Background: an optimization exercise with open tools, aiming at small area, a short achievable clock period and few clock cycles per item. Do not read the settings as production practice. Power figures rest on the tool's default switching activity, not on a simulated workload.

run 1:
// ad5934_freq_encoder
module ad5934_freq_encoder (
    input  wire        clk,
    input  wire        rst,         
    input  wire        in_valid,
    output wire        in_ready,
    input  wire [31:0] in_freq,
    input  wire [31:0] in_fclk,
    output reg         out_valid,
    output wire [23:0] out_code,
    output wire        out_err
);
For scale: ~540 cells after synthesis, about 98 flip-flops, ~94 I/O pins, ~5600 um^2 of cells after synthesis.
==> module ad5934_freq_encoder, before the edit <==
module ad5934_freq_encoder (
    input  wire        clk,
    input  wire        rst,         
    input  wire        in_valid,
    output wire        in_ready,
    input  wire [31:0] in_freq,
    input  wire [31:0] in_fclk,
    output reg         out_valid,
    output wire [23:0] out_code,
    output wire        out_err
);
    reg         busy;        
    reg  [4:0]  cnt;         
    reg         err;         
    reg  [31:0] den;         
    reg  [32:0] rem;         
    reg  [24:0] qs;          
    assign in_ready = ~busy;
    assign out_code = err ? 24'd0 : qs[23:0];
    assign out_err  = err;
    wire        sub  = ~rem[32];
    wire [32:0] sum  = {rem[31:0], qs[24]} + ({33{sub}} ^ {1'b0, den}) + {32'd0, sub};
    wire        qbit = ~sum[32];
    wire        last = (cnt == 5'd24) || (cnt == 5'd0 && (err || qbit));
    always @(posedge clk) begin
        if (!busy) begin
            den <= in_fclk;
            rem <= {2'b0, in_freq[24:0], in_fclk[31:26]};
            qs  <= in_fclk[25:1];
            err <= |in_freq[31:25];
            cnt <= 5'd0;
        end else begin
            rem <= sum;
            qs  <= {qs[23:0], qbit};
            if (cnt == 5'd0) err <= err | qbit;
            cnt <= cnt + 5'd1;
        end
        if (rst) begin
            busy      <= 1'b0;
            out_valid <= 1'b0;
        end else begin
            out_valid <= busy && last;
            if (!busy)
                busy <= in_valid;
            else if (last)
                busy <= 1'b0;
        end
    end
endmodule
export LEC_CHECK = 0
export CAP_MARGIN = 20
export CORE_MARGIN = 2
export CORE_UTILIZATION = 40
export PLACE_DENSITY = 0.6
export SLEW_MARGIN = 20
create_clock -name core_clock -period 5.0 [get_ports {clk}]
run.sh (not shown) runs the stock make flow with config.mk's settings and CLKGATE_MAP_FILE= SYNTH_SCRIPT=/design/flow/synth_recipe.tcl, a recipe that flattens the netlist after the stock synthesis.
### run 1 -> run 2
==> flow/design.v <==
module ad5934_freq_encoder (
    input  wire        clk,
    input  wire        rst,         
    input  wire        in_valid,
    output wire        in_ready,
    input  wire [31:0] in_freq,
    input  wire [31:0] in_fclk,
    output reg         out_valid,
    output wire [23:0] out_code,
    output wire        out_err
);
    reg         busy;        
    reg  [4:0]  cnt;         
    reg         err;         
    reg  [32:0] rem;         
    reg  [23:0] qs;          
    assign in_ready = busy && (err || cnt == 5'd24);
    assign out_code = err ? 24'd0 : qs;
    assign out_err  = err;
    wire [32:0] a    = busy ? {rem[31:0], qs[23]}
                            : {1'b0, in_freq[24:0], in_fclk[31:25]};
    wire        sub  = ~busy | ~rem[32];
    wire [32:0] sum  = a + ({33{sub}} ^ {1'b0, in_fclk}) + {32'd0, sub};
    wire        qbit = ~sum[32];
    always @(posedge clk) begin
        rem <= sum;
        if (!busy) begin
            qs  <= in_fclk[24:1];
            err <= (|in_freq[31:25]) | qbit;
            cnt <= 5'd1;
        end else begin
            qs  <= {qs[22:0], qbit};
            cnt <= cnt + 5'd1;
        end
        if (rst) begin
            busy      <= 1'b0;
            out_valid <= 1'b0;
        end else begin
            out_valid <= in_ready && in_valid;
            if (!busy)
                busy <= in_valid;
            else if (in_ready && in_valid)
                busy <= 1'b0;
        end
    end
endmodule
## What came out
Run 1 vs run 2, origin of the worst setup path: rem[32]$_SDFF_PN0_ vs in_fclk[0]
In the flow results for run 1 and run 2, the synthesized cell count is larger on run 1.
Comparing run 1 and run 2, area taken by flip-flops and latches is lower on run 2.
Compared with run 1, run 2 shows a lower combinational cell fraction of total power.
Non-clock buffer count: run 2 higher than run 1
Going from run 1 to run 2, number of non-filler instances in the completed layout fell 93; aggregate global-route resource usage rose 2.2 points; routed wire length lost 1200 um.
Sort run 1 and run 2 by transition time at the pin with the least slew margin, descending, and run 1 comes first.
Function was not checked in any run of this note: the RTL went through the layout flow alone.

* * *

Another version of the RTL of ad5934_freq_encoder (not shown whole).
For scale: about 380 cells after synthesis, roughly 65 flip-flops, ~4300 um^2 of cells after synthesis.
Design ad5934_freq_encoder, start of the top module:
module ad5934_freq_encoder (
    input  wire        clk,
    input  wire        rst,         
    input  wire        in_valid,
    output wire        in_ready,
    input  wire [31:0] in_freq,
    input  wire [31:0] in_fclk,
    output reg         out_valid,
    output wire [23:0] out_code,
    output wire        out_err
);
==> module ad5934_freq_encoder, before the edit <==
module ad5934_freq_encoder (
    input  wire        clk,
    input  wire        rst,         
    input  wire        in_valid,
    output wire        in_ready,
    input  wire [31:0] in_freq,
    input  wire [31:0] in_fclk,
    output reg         out_valid,
    output wire [23:0] out_code,
    output wire        out_err
);
    reg         busy;        
    reg  [4:0]  cnt;         
    reg         err;         
    reg  [32:0] rem;         
    reg  [23:0] qs;          
    assign in_ready = busy && (err || cnt == 5'd24);
    assign out_code = err ? 24'd0 : qs;
    assign out_err  = err;
    wire [32:0] a    = busy ? {rem[31:0], qs[23]}
                            : {1'b0, in_freq[24:0], in_fclk[31:25]};
    wire        sub  = ~busy | ~rem[32];
    wire [32:0] b    = {33{sub}} ^ {1'b0, in_fclk};
    wire [32:0] sum;
    ad5934_freq_encoder_add33 add (.a(a), .b(b), .cin(sub), .sum(sum));
    wire        qbit = ~sum[32];
    always @(posedge clk) begin
        rem <= sum;
        if (!busy) begin
            qs  <= in_fclk[24:1];
            err <= (|in_freq[31:25]) | qbit;
            cnt <= 5'd1;
        end else begin
            qs  <= {qs[22:0], qbit};
            cnt <= cnt + 5'd1;
        end
        if (rst) begin
            busy      <= 1'b0;
            out_valid <= 1'b0;
        end else begin
            out_valid <= in_ready && in_valid;
            if (!busy)
                busy <= in_valid;
            else if (in_ready && in_valid)
                busy <= 1'b0;
        end
    end
endmodule
==> flow/config.mk <==
export PLATFORM = sky130hd
export DESIGN_NAME = ad5934_freq_encoder
export DESIGN_NICKNAME = ad5934_freq_encoder
export VERILOG_FILES = /design/flow/design.v
export SDC_FILE = /design/flow/constraint.sdc
export NUM_CORES = 4
export LEC_CHECK = 0
export CAP_MARGIN = 20
export CORE_MARGIN = 2
export CORE_UTILIZATION = 40
export CTS_BUF_LIST = sky130_fd_sc_hd__clkbuf_4 sky130_fd_sc_hd__clkbuf_8
export PLACE_DENSITY = 0.6
export SETUP_SLACK_MARGIN = 1.8
export SLEW_MARGIN = 20
export SYNTH_HIERARCHICAL = 1
==> flow/constraint.sdc <==
create_clock -name core_clock -period 5.0 [get_ports {clk}]
set_input_delay 1.0000 -clock core_clock [delete_from_list [all_inputs] [get_ports {clk}]]
set_output_delay 1.0000 -clock core_clock [all_outputs]
set_load 0.01 [all_outputs]
standard.sh (not shown) runs the stock make flow with config.mk's settings and CLKGATE_MAP_FILE= SYNTH_SCRIPT=/design/flow/synth_recipe.tcl, a recipe that flattens the netlist after the stock synthesis.
==> flow/flow/run.sh <==
#!/bin/bash
# The standard layout (the standard.sh: standard synthesis, floorplan,
# placement, CTS, routing), with the port buffers that placement inserts on
# every input and output made plain sky130 buffers instead of the default
# delay-buffer cell. Each tool's output is kept in its own log here.
set -euo pipefail
export BUFFER_PORTS_ARGS="-buffer_cell sky130_fd_sc_hd__buf_1"
bash standard.sh > standard_make.log 2>&1
Then changed:
--- a/flow/design.v
+++ b/flow/design.v
@@ -12,13 +12,13 @@
     reg         busy;        
     reg  [4:0]  cnt;         
     reg         err;         
     reg  [32:0] rem;         
     reg  [23:0] qs;          
     assign in_ready = busy && (err || cnt == 5'd24);
-    assign out_code = err ? 24'd0 : qs;
+    assign out_code = qs;
     assign out_err  = err;
     wire [32:0] a    = busy ? {rem[31:0], qs[23]}
                             : {1'b0, in_freq[24:0], in_fclk[31:25]};
     wire        sub  = ~busy | ~rem[32];
     wire [32:0] b    = {33{sub}} ^ {1'b0, in_fclk};
     wire [32:0] sum;
@@ -28,13 +28,13 @@
         rem <= sum;
         if (!busy) begin
             qs  <= in_fclk[24:1];
             err <= (|in_freq[31:25]) | qbit;
             cnt <= 5'd1;
         end else begin
-            qs  <= {qs[22:0], qbit};
+            qs  <= err ? 24'd0 : {qs[22:0], qbit};
             cnt <= cnt + 5'd1;
         end
         if (rst) begin
             busy      <= 1'b0;
             out_valid <= 1'b0;
         end else begin
- synthesized cell count rose by 5.7%
- clock-buffer cell count drops by 4
- non-clock buffer count went down by 2
- total power goes down by about 0.7%
- global-route usage increases by 0.87 points
- first-iteration DRC count fell by 20%
- clock skew is lower by 0.0097 ns
- worst setup slack gets worse by 0.096 ns
- die area falls by about 9%
- cell count increases by 1.7%
- utilization came out higher by 1.5 points
- clock power rose by about 7%
No run of this note included a check of the RTL's function; only the layout flow was run.

[re-timing with driven ports]
The flow's constraints put no driver on any port. The routed layouts listed below were extracted and timed again, unchanged, in two steps. Step 1 (the two cells are an assumption about what drives the block):
set clk [get_ports {clk}]
set_driving_cell -lib_cell sky130_fd_sc_hd__clkbuf_16 $clk
set_driving_cell -lib_cell sky130_fd_sc_hd__buf_2 [delete_from_list [all_inputs] $clk]
Step 2 also shifts input and output timing later by t, the mid clock arrival at the registers, as if the neighbouring blocks saw the same clock. Three values: no drivers, after step 1, after step 2; two values: the first two.
run	shift t [ns]	setup WS [ns]	worst setup path after step 2	latest minus earliest clock arrival (ns)
run 1	0.390	1.605 / 1.605 / 1.605	register to register	0.009 / 0.009
run 2	0.364	1.256 / 1.249 / 0.884	input to register	0.004 / 0.005
the first run of note 2	0.378	1.559 / 1.552 / 1.174	input to register	0.015 / 0.015
the second run of note 2	0.368	1.463 / 1.461 / 1.093	input to register	0.006 / 0.007
After both steps every run listed still meets setup and hold. The setup slack of the first run of note 2, which loses most, moves by -0.007 ns with the drivers and by -0.385 ns with both steps.
